From an optimization exercise on the open Yosys and OpenROAD flow, aimed at small area; shortcuts taken in it are not production practice. The RTL was checked by simulation tests, not by an equivalence proof against the original design. Power figures rest on the tool's default switching activity, not on a simulated workload.

==> design/flow/design.v <==
module pxd_link (
    input  wire        clk,
    input  wire        rst,
    input  wire        rx_in,
    output wire        tx_out,
    output wire        tx_oe,
    output wire        ready_out,
    output wire        ready_oe,
    output wire        ie_out,
    input  wire        cmd_valid,
    input  wire [7:0]  cmd_op,
    input  wire [7:0]  cmd_imm,
    input  wire [7:0]  cmd_len,
    output wire        cmd_ready,
    output wire [7:0]  pl_idx,
    input  wire [7:0]  pl_data,
    output reg         rsp_valid,
    output wire [31:0] rsp_data,
    output wire [1:0]  fault_code
);
    localparam [2:0] PH_UNCONF = 3'd0, PH_IDLE = 3'd1, PH_FLUSH = 3'd2, PH_OPSEQ = 3'd3,
                     PH_LISTEN = 3'd4, PH_RXH  = 3'd5, PH_TX    = 3'd6, PH_RXB   = 3'd7;
    localparam [3:0] C_BEGIN = 4'b0001, C_AVAIL = 4'b0010, C_READ = 4'b0011,
                     C_WRITE = 4'b0100, C_UPDATE = 4'b0101, C_GETFE = 4'b0110,
                     C_STATUS = 4'b0111, C_KEY = 4'b1000, C_LINE = 4'b1001,
                     C_DEBUG = 4'b1010, C_READY = 4'b1011, C_RU8 = 4'b1100,
                     C_RU16 = 4'b1101;
    localparam [1:0] ST_NEW = 2'd0, ST_SENDING = 2'd1, ST_DEFER = 2'd2, ST_HAVE_HI = 2'd3;
    reg [2:0]  ph;
    reg [1:0]  fault;
    reg        tx_o;
    reg [7:0]  cnt;           
    reg [7:0]  sr;            
    reg        prev_rx;
    reg [15:0] fe;
    reg [4:0]  rxh, rxt, txh, txt;
    reg [4:0]  rxc;
    reg        txf;
    reg [7:0]  rxb [0:30];
    reg [7:0]  txb [0:30];
    reg        busy;
    reg [3:0]  p_op;          
    reg [7:0]  p_opd;         
    reg [1:0]  p_st;
    reg        r_ones;        
    reg [2:0]  fs;
    reg [7:0]  pidx;
    reg [7:0]  chk;           
    wire [3:0] cbit  = cnt[7:4];
    wire [3:0] ctick = cnt[3:0];
    wire conf   = (ph != PH_UNCONF);
    wire rcv    = (ph == PH_LISTEN) || (ph == PH_RXH) || (ph == PH_RXB);
    wire inbyte = (ph == PH_RXH) || (ph == PH_RXB) || (ph == PH_TX);
    function [4:0] lfsr_next(input [4:0] p);
        lfsr_next = {p[3:0], ~(p[4] ^ p[2])};
    endfunction
    wire rx_full  = (rxc == 5'd31);
    wire rx_empty = (rxc == 5'd0);
    wire [4:0] txh_inc = lfsr_next(txh);
    wire tx_empty = (txh == txt) && !txf;
    reg [7:0] rx_rd, tx_rd;
    integer i;
    always @* begin
        rx_rd = 8'd0;
        tx_rd = 8'd0;
        for (i = 0; i < 31; i = i + 1) begin
            rx_rd = rx_rd | ({8{rxt == i}} & rxb[i]);
            tx_rd = tx_rd | ({8{txt == i}} & txb[i]);
        end
    end
    assign tx_out     = tx_o;
    assign tx_oe      = conf;
    assign ready_out  = !rcv;
    assign ready_oe   = conf;
    assign ie_out     = !inbyte;
    assign cmd_ready  = !busy && (fault == 2'd0);
    assign fault_code = fault;
    assign pl_idx     = pidx;
    wire [6:0] status = {txf, rx_full, conf && tx_o, conf && !rcv, conf,
                         (ph != PH_UNCONF) && (ph != PH_IDLE), rcv};
    wire r_lo = (p_op == C_READ) || (p_op == C_RU8) || (p_op == C_RU16);
    wire r_hi = (p_op == C_RU16);
    wire r_fe = (p_op == C_GETFE);
    wire r_st = (p_op == C_STATUS);
    wire r_av = (p_op == C_AVAIL);
    assign rsp_data[31:16] = {16{r_ones}};
    assign rsp_data[15:8]  = {8{r_ones}} | ({8{r_hi}} & p_opd) | ({8{r_fe}} & fe[15:8]);
    assign rsp_data[7:0]   = {8{r_ones}} | ({8{r_lo}} & chk) | ({8{r_fe}} & fe[7:0]) |
                             ({8{r_st}} & {1'b0, status}) | ({8{r_av}} & {3'b000, rxc});
    wire accept_try = cmd_valid && cmd_ready;
    reg op_known, imm_must_be_zero, payload_ok, needs_config;
    always @* begin
        case (cmd_op)
            8'h01, 8'h02, 8'h03, 8'h04, 8'h05, 8'h06, 8'h07,
            8'h10, 8'h11, 8'h12, 8'h13, 8'h14, 8'h15: op_known = 1'b1;
            default: op_known = 1'b0;
        endcase
        imm_must_be_zero = !(cmd_op == 8'h04 || cmd_op == 8'h10 || cmd_op == 8'h11);
        if (cmd_op == 8'h11)
            payload_ok = (cmd_len == cmd_imm) && (cmd_imm <= 8'd128);
        else if (cmd_op == 8'h12)
            payload_ok = 1'b1;
        else
            payload_ok = (cmd_len == 8'd0);
        needs_config = !(cmd_op == 8'h01 || cmd_op == 8'h07);
    end
    reg [1:0] req_fault;
    always @* begin
        if (!op_known)                                req_fault = 2'd2;
        else if (imm_must_be_zero && cmd_imm != 8'd0) req_fault = 2'd2;
        else if (!payload_ok)                         req_fault = 2'd3;
        else if (needs_config && !conf)               req_fault = 2'd1;
        else                                          req_fault = 2'd0;
    end
    wire       acc   = accept_try && (req_fault == 2'd0);
    wire       act   = busy || acc;
    wire [3:0] a_op  = busy ? p_op  : {cmd_op[4], cmd_op[2:0]};
    wire [7:0] a_opd = busy ? p_opd : (cmd_imm | cmd_len);
    wire [1:0] a_st  = busy ? p_st  : ST_NEW;
    reg [7:0] fg_byte;
    reg       fg_last, fg_data;
    reg [2:0] fs_adv;
    wire      fg_none  = (a_op == C_DEBUG) && (a_opd == 8'd0);
    wire      fg_empty = (fs == 3'd7) || fg_none;
    wire [7:0] pidx_inc = pidx + 8'd1;
    wire      pl_end   = (pidx_inc == a_opd);
    wire      chunk_end = (pidx == 8'd62) || (pidx == 8'd125) || (pidx == 8'd188) || (pidx == 8'd251);
    always @* begin
        fg_byte = 8'hFF;
        fg_last = 1'b0;
        fg_data = 1'b0;
        fs_adv  = fs + 3'd1;
        case (a_op)
            C_WRITE: begin
                fg_byte = a_opd;
                fg_last = 1'b1;
            end
            C_KEY: begin
                case (fs[1:0])
                    2'd0: fg_byte = 8'hFD;
                    2'd1: fg_byte = a_opd;
                    2'd2: fg_byte = chk;
                    default: fg_byte = 8'hFE;
                endcase
                fg_last = (fs[1:0] == 2'd3);
            end
            C_READY: begin
                fg_byte = (fs[1:0] == 2'd2) ? 8'hFC : 8'hFF;
                fg_last = (fs[1:0] == 2'd2);
            end
            C_LINE: begin
                case (fs)
                    3'd0: fg_byte = 8'hF8;
                    3'd1: begin
                        fg_byte = a_opd;
                        if (a_opd == 8'd0) fs_adv = 3'd3;
                    end
                    3'd2: begin
                        fg_byte = pl_data;
                        fg_data = 1'b1;
                        fs_adv  = pl_end ? 3'd3 : 3'd2;
                    end
                    3'd3: fg_byte = chk;
                    default: fg_byte = 8'hF9;
                endcase
                fg_last = (fs == 3'd4);
            end
            C_DEBUG: begin
                case (fs[1:0])
                    2'd0: fg_byte = 8'hFA;
                    2'd1: begin
                        fg_byte = pl_data;
                        fg_data = 1'b1;
                        fs_adv  = pl_end ? 3'd3 : chunk_end ? 3'd2 : 3'd1;
                    end
                    default: begin
                        fg_byte = 8'hFB;
                        fs_adv  = 3'd0;
                    end
                endcase
                fg_last = (fs[1:0] == 2'd3);
            end
            default: ;
        endcase
        if (fg_last) fs_adv = 3'd7;
    end
    wire cnt_tick = (ctick == 4'd15);
    wire timeout  = cnt[7] && (cnt[6] || cnt[5]);      
    wire half_up  = (cnt[2:0] == sr[2:0]);             
    reg [2:0] ph_n;
    reg       tx_o_n;
    reg       ld0, ld1, ld16;     
    reg       sr_ld_tx, sr_ld_fg, sr_ld_cnt, sr_sh;
    reg       rx_stop, rx_inc, false_start, flush_pop;
    reg       fg_adv, done, pop, hi_ld;
    reg       tx_we;
    reg [1:0] st_n;
    reg       sess;
    wire      pop_ok = !rx_empty || rx_inc;
    always @* begin
        ph_n        = ph;
        tx_o_n      = tx_o;
        ld0         = 1'b0;
        ld1         = 1'b0;
        ld16        = 1'b0;
        sr_ld_tx    = 1'b0;
        sr_ld_fg    = 1'b0;
        sr_ld_cnt   = 1'b0;
        sr_sh       = 1'b0;
        rx_stop     = 1'b0;
        rx_inc      = 1'b0;
        false_start = 1'b0;
        flush_pop   = 1'b0;
        fg_adv      = 1'b0;
        done        = 1'b0;
        pop         = 1'b0;
        hi_ld       = 1'b0;
        tx_we       = 1'b0;
        st_n        = a_st;
        sess        = 1'b0;
        if (fault == 2'd0) begin
            case (ph)
                PH_LISTEN: begin
                    if (timeout) begin
                        ph_n = PH_FLUSH;
                    end else if (prev_rx && !rx_in) begin
                        sr_ld_cnt = 1'b1;
                        ph_n      = PH_RXH;
                    end
                end
                PH_RXH: begin
                    if (half_up) begin
                        if (rx_in) begin
                            false_start = 1'b1;
                            ph_n        = PH_LISTEN;
                        end else begin
                            ld16 = 1'b1;
                            ph_n = PH_RXB;
                        end
                    end
                end
                PH_RXB: begin
                    if (cnt_tick) begin
                        if (cbit == 4'd9) begin
                            rx_stop = 1'b1;
                            rx_inc  = !rx_full;
                            ld1     = 1'b1;
                            ph_n    = PH_LISTEN;
                        end else begin
                            sr_sh = 1'b1;
                        end
                    end
                end
                PH_FLUSH: begin
                    if (tx_empty) begin
                        ph_n = PH_IDLE;
                    end else begin
                        flush_pop = 1'b1;
                        sr_ld_tx  = 1'b1;
                        tx_o_n    = 1'b0;
                        ld0       = 1'b1;
                        ph_n      = PH_TX;
                    end
                end
                PH_OPSEQ: begin
                    if (fg_empty) begin
                        ph_n = PH_IDLE;
                    end else begin
                        fg_adv   = 1'b1;
                        sr_ld_fg = 1'b1;
                        tx_o_n   = 1'b0;
                        ld0      = 1'b1;
                        ph_n     = PH_TX;
                    end
                end
                PH_TX: begin
                    if (cnt_tick) begin
                        if (cbit != 4'd9) begin
                            tx_o_n = sr[0] || (cbit == 4'd8);
                            sr_sh  = 1'b1;
                        end else begin
                            ph_n = (busy && p_st == ST_SENDING) ? PH_OPSEQ : PH_FLUSH;
                        end
                    end
                end
                default: ;
            endcase
            if (act) begin
                case (a_op)
                    C_BEGIN: begin
                        if (ph == PH_UNCONF || ph == PH_IDLE) begin
                            ph_n = PH_IDLE;
                            done = 1'b1;
                        end
                    end
                    C_AVAIL, C_GETFE, C_STATUS: done = 1'b1;
                    C_READ: begin
                        pop  = pop_ok;
                        done = 1'b1;
                    end
                    C_UPDATE: begin
                        if (ph == PH_IDLE) begin
                            sess = 1'b1;
                            done = 1'b1;
                        end
                    end
                    C_RU8, C_RU16: begin
                        if (ph == PH_IDLE) begin
                            if (pop_ok) begin
                                pop = 1'b1;
                                if (a_op == C_RU8 || a_st == ST_HAVE_HI) begin
                                    done = 1'b1;
                                end else begin
                                    st_n  = ST_HAVE_HI;
                                    hi_ld = 1'b1;
                                end
                            end else begin
                                sess = 1'b1;
                            end
                        end
                    end
                    default: begin  
                        if (a_st == ST_NEW) begin
                            if (rcv) begin
                                if (fg_none) begin
                                    done = 1'b1;
                                end else begin
                                    fg_adv = 1'b1;
                                    tx_we  = 1'b1;
                                    if (fg_last) done = 1'b1;
                                    else         st_n = ST_DEFER;
                                end
                            end else if (ph == PH_IDLE) begin
                                ph_n = PH_OPSEQ;
                                st_n = ST_SENDING;
                            end
                        end else if (a_st == ST_DEFER) begin
                            fg_adv = 1'b1;
                            tx_we  = 1'b1;
                            if (fg_last) done = 1'b1;
                        end else begin
                            if (ph == PH_OPSEQ && fg_empty) done = 1'b1;
                        end
                    end
                endcase
                if (sess) begin
                    ld1  = 1'b1;
                    ph_n = PH_LISTEN;
                end
            end
        end
    end
    wire       tx_push = tx_we && (!txf || flush_pop);
    wire [7:0] pop_val = rx_empty ? sr : rx_rd;
    always @(posedge clk) begin
        if (rst) begin
            ph    <= PH_UNCONF;
            fault <= 2'd0;
            tx_o  <= 1'b1;
            fe    <= 16'd0;
            rxh   <= 5'd0;
            rxt   <= 5'd0;
            txh   <= 5'd0;
            txt   <= 5'd0;
            rxc   <= 5'd0;
            txf   <= 1'b0;
            busy  <= 1'b0;
            fs    <= 3'd0;
            pidx  <= 8'd0;
            rsp_valid <= 1'b0;
        end else begin
            ph    <= ph_n;
            if (accept_try && req_fault != 2'd0) fault <= req_fault;
            tx_o  <= tx_o_n;
            if (rx_stop && !rx_in) fe <= fe + 16'd1;
            if (rx_inc) rxh <= lfsr_next(rxh);
            if (pop)    rxt <= lfsr_next(rxt);
            rxc   <= rxc + {4'd0, rx_inc} - {4'd0, pop};
            if (tx_push) txh <= txh_inc;
            if (flush_pop) txt <= lfsr_next(txt);
            if (flush_pop && !tx_push) txf <= 1'b0;
            else if (tx_push && !flush_pop && txh_inc == txt) txf <= 1'b1;
            busy  <= act && !done;
            if (done) begin
                fs   <= 3'd0;
                pidx <= 8'd0;
            end else if (fg_adv) begin
                fs   <= fs_adv;
                if (fg_data) pidx <= pidx_inc;
            end
            rsp_valid <= done;
        end
        if (ld0)       cnt <= 8'd0;
        else if (ld1)  cnt <= 8'd1;
        else if (ld16) cnt <= 8'd16;
        else           cnt <= cnt + 8'd1;
        if (sr_ld_tx)       sr <= tx_rd;
        else if (sr_ld_fg)  sr <= fg_byte;
        else if (sr_ld_cnt) sr[2:0] <= cnt[2:0];
        else if (sr_sh)     sr <= {rx_in, sr[7:1]};
        prev_rx <= (sess || false_start) ? 1'b1 : rx_in;
        if (pop)         chk <= pop_val;
        else if (fg_adv) chk <= ((fs == 3'd0) ? 8'd0 : chk) ^ fg_byte;
        if (!busy) p_op <= {cmd_op[4], cmd_op[2:0]};
        if (hi_ld)      p_opd <= pop_val;
        else if (!busy) p_opd <= cmd_imm | cmd_len;
        p_st <= st_n;
        r_ones <= (a_op == C_READ) && !pop_ok;
        for (i = 0; i < 31; i = i + 1) begin
            if (rx_inc && rxh == i)  rxb[i] <= sr;
            if (tx_push && txh == i) txb[i] <= fg_byte;
        end
    end
endmodule
==> design/flow/run.sh <==
#!/bin/bash
# synth_recipe.tcl (not shown) runs the flow's synth.tcl, then flattens the netlist and writes it again
# the make line also repeats each setting of config.mk as NAME=value (left out here)
make -C /OpenROAD-flow-scripts/flow DESIGN_CONFIG=/design/flow/config.mk WORK_HOME=/design/flow/orfs CLKGATE_MAP_FILE= SYNTH_SCRIPT=/design/flow/synth_recipe.tcl finish
==> design/flow/config.mk <==
export PLATFORM = sky130hd
export DESIGN_NAME = pxd_link
export DESIGN_NICKNAME = pxd_link
export VERILOG_FILES = /design/flow/design.v
export SDC_FILE = /design/flow/constraint.sdc
export NUM_CORES = 4
export LEC_CHECK = 0
export CAP_MARGIN = 20
export CORE_MARGIN = 2
export CORE_UTILIZATION = 40
export SLEW_MARGIN = 20
==> design/flow/constraint.sdc <==
create_clock -name core_clock -period 10.0 [get_ports {clk}]
set_input_delay 2.0000 -clock core_clock [delete_from_list [all_inputs] [get_ports {clk}]]
set_output_delay 2.0000 -clock core_clock [all_outputs]
set_load 0.01 [all_outputs]
==> results.cfg <==
[clocking]
numCtsBuffers = 61
cts_resized = 0
htreeDepth = 2
clkSinkCount = 597
cts_tree = built
root_buffer = clkbuf_16
postCtsSetupBuffers = 0
insertion_delay_ps = 650
clockBufferDepth = 3
clkTransAtPathRegs_ps = 60
postCtsHoldBufs = 0

[placement]
port_buffers = 84
dp_hpwl_um = 54700
post_dp_cell_area_um2 = 27690
gp_congestion = 0.9311
dp_worst_setup_slack_ps = 3447

[setup_path]
crit_path_end_kind = register
crit_start = cmd_op[1]
path_class = in2reg
start_kind = input pin
cp_data_required_time_ps = 10480
rr_worst_depth = 15
worstReg2RegStart = ph[1]
critical_path.endpoint = rxc[4]
arrival_ps = 6220
crit-reg2reg-capture = rxc[4]
rrSetupSlack_ps = 5340
crit_fanout = 15

[synthesis]
synth.top_cells.by_area = edfxtp_1, a22oi_1, dfxtp_1, nor2_1, nand2_1
synth_common_cells = edfxtp_1, a22oi_1, nor2_1, nand2_1, dfxtp_1
synth_top_family_by_area = compound AO/OA/AOI/OAI gates
yosys.area_share.adder = 0.01431
synth-seq-cells = 597
yosysTopAreaCell = edfxtp_1
synth_nets = 2069
yosys.area.top_type_share = 0.5942
yosys.area_share.simple = 0.1282
syn_avg_cell_area_um2 = 12.91
synth_edf_count = 512
yosys_warnings = 3
syn_inst = 2004
synthFlopType = edfxtp_1
synth_area_um2 = 25870
yosysMostFrequentCell = edfxtp_1
synth_compound_area_frac = 0.1358
synth-xor-area-share = 0.01726
synthMuxAreaShare = 0.01939
synthArstFlopShare = 0
seq_area_frac_synth = 0.6600
synthDistinctLibCells = 92

[sta]
setup_ws_ps = 4254
slew_viol_final = 0
fmax_mhz = 174.0
period_minus_slack_ps = 5746
worst_pin_slew_ps = 1138
post-route-period-util = 0.5746
hold_violations = 0
fin_setup_tns_ps = 0
finClkSkew_ps = 46.45
setup_viol = 0
slew_headroom = 0.2386
hold-worst-slack_ps = 502.2
rsz0062_at_grt = no

[status]
status = finished clean

[grt]
grt_use_total = 0.2342
grt_pass1_wl_um = 116200
antenna_found_initial = 0
grt_pass1_vias = 17340
globalRouteOverflowTotal = 0
grt_max_degree = 49

[floorplanning]
die_y_um = 258.3
initial_core_util = 0.4028
ioPinCount = 85
core_um2 = 64230
fp.dieW_um = 258.3
row_count = 93
dieArea_um2 = 66730

[detailed_routing]
wire_per_inst_um = 26.66
avgViaCountPerCell = 6.009
vias = 18150
firstDrtPassIters = 6
drt_iter0_drc = 2080
ant_nets = 0
drt-total-wl_um = 80520
drc = 0

[power_and_ir_drop]
p_per_area_nw_per_um2 = 177.5
ir_drop_uv = 147.9
cellLeakagePower_nw = 9.629
finalPower_mw = 5.279

[final_layout]
area_growth_pct = 14.94
fin_nets = 2177
final_area_um2 = 29740
drive_above_1_share = 0.1012

[run]
cap_violations = 0

[hold_path]
hp-class = reg2reg
## cell families (layout without fill, tap and decap cells)
kind of cell             Yosys count  after routing
AND/OR/NAND/NOR                  663            663
flip-flops                       597            597
AO/OA/AOI/OAI                    482            482
buffers and inverters            140            300
XOR/XNOR                          51             51
multiplexers                      42             42
adder cells (fa/ha/maj)           29             29
other                              0              1
## power breakdown
part           switching (mW)  internal (mW)
Sequential             0.0352           2.72
Clock                   0.990           1.31
Combinational           0.132         0.0916
Total                    1.16           4.12
## cell usage in the layout (no fill, tap or decap), types with 9 or more instances in the layout
cell             count
nand2_1            157
ha_1                28
o211ai_1            11
a22oi_1            230
mux2_2              10
edfxtp_1           512
a222oi_1            13
nor4_1              30
nand2b_1            19
nand3b_1            15
and3_1              11
a21oi_1             76
nor2_1             220
xnor2_1             32
inv_1               47
or2_2               13
mux2i_1             20
a221o_1             10
a221oi_1            12
clkdlybuf4s50_1     83
buf_4               48
dfxtp_1             85
clkbuf_16           61
nand4_1             43
clkbuf_1             9
nor2b_1             17
clkinv_2            10
o21ai_0             38
nor3_1              27
nand3_1             27
a31oi_1              9
clkinv_1            16
xor2_1              19
or3_1               20
or3b_2              10
## stage by stage
step | util | cells
6_report | 0.4630 | 3020
5_1_grt | 0.4630 | 3019
4_1_cts | 0.4625 | 3017
3_5_place_dp | 0.4311 | 2902
3_3_place_gp | 0.4310 | 2902
2_1_floorplan | - | 2004
## registers in the layout, indices dropped and copies added (netlist names), 8 cells and up
register	cells
sr	8
p_opd	8
txb	248
fe	16
rxb	248
pidx	8
cnt	8
chk	8
## layer usage
layer  wire length, um  part of all wire  GRT usage  up-vias
met1             32990              0.41     0.3171     9128
li1                  -                 -          -     8028
met5                 0                 0          0        -
met4              2431             0.030    0.07611        0
met3              6336             0.079    0.03482      151
met2             38760              0.48     0.3887      840
## area by class of cell
cell class | count | area (um2)
clock buffers | 71 | 1574
repair buffers | 133 | 1207
flip-flops and latches | 597 | 17080
clock inverters | 44 | 442.9
inverters | 52 | 195.2
multi-input cells | 1267 | 8170
diodes | 1 | 2.502
well taps | 855 | 1070
fillers | 5737 | 34490
## critical path, stage by stage
cell and delay, ps:
clkdlybuf4s50_1 640, mux2i_4 340, inv_2 130, or4_1 520, nor2_1 170, o21ai_0 120
a21oi_2 760, ha_1 380, inv_1 60, ha_1 160, inv_1 60, fa_1 440
inv_1 80, a21oi_1 70, nor2_1 100, or3_1 120, a21oi_1 60
## how the worst min path moves through the flow
stage	start	endpoint	depth (start not counted)
after floorplan	fe[11]	fe[11]	2
after global placement	fe[11]	fe[11]	2
after detailed placement	fault[1]	fault[1]	2
after CTS	fault[1]	fault[1]	2
after global routing	fe[11]	fe[11]	2
final	fault[1]	fault[1]	2

-- separate check: timing with driven ports --
The flow's constraints put no driver on any port. The routed layout listed below was extracted and timed again, unchanged, in two steps. Step 1 sets driving cells, clkbuf_16 on the clock port and buf_2 on the other inputs (assumed; they add their load-dependent delay and slew). Step 2 also shifts input and output timing later by t, the mid clock arrival at the registers, as if the neighbouring blocks saw the same clock. a / b / c = ideal / step 1 / step 2; a / b = the first two.
t (ns): 0.690
setup slack, ns: 4.254 / 4.293 / 3.603
worst setup path after step 2: input to register
worst register clock-pin slew, ns: 0.07 / 0.07
pins driven straight from the clock port: 1
After both steps this run still meets setup and hold. For this run, drivers alone change the setup slack by +0.039 ns; drivers and shift together by -0.651 ns.
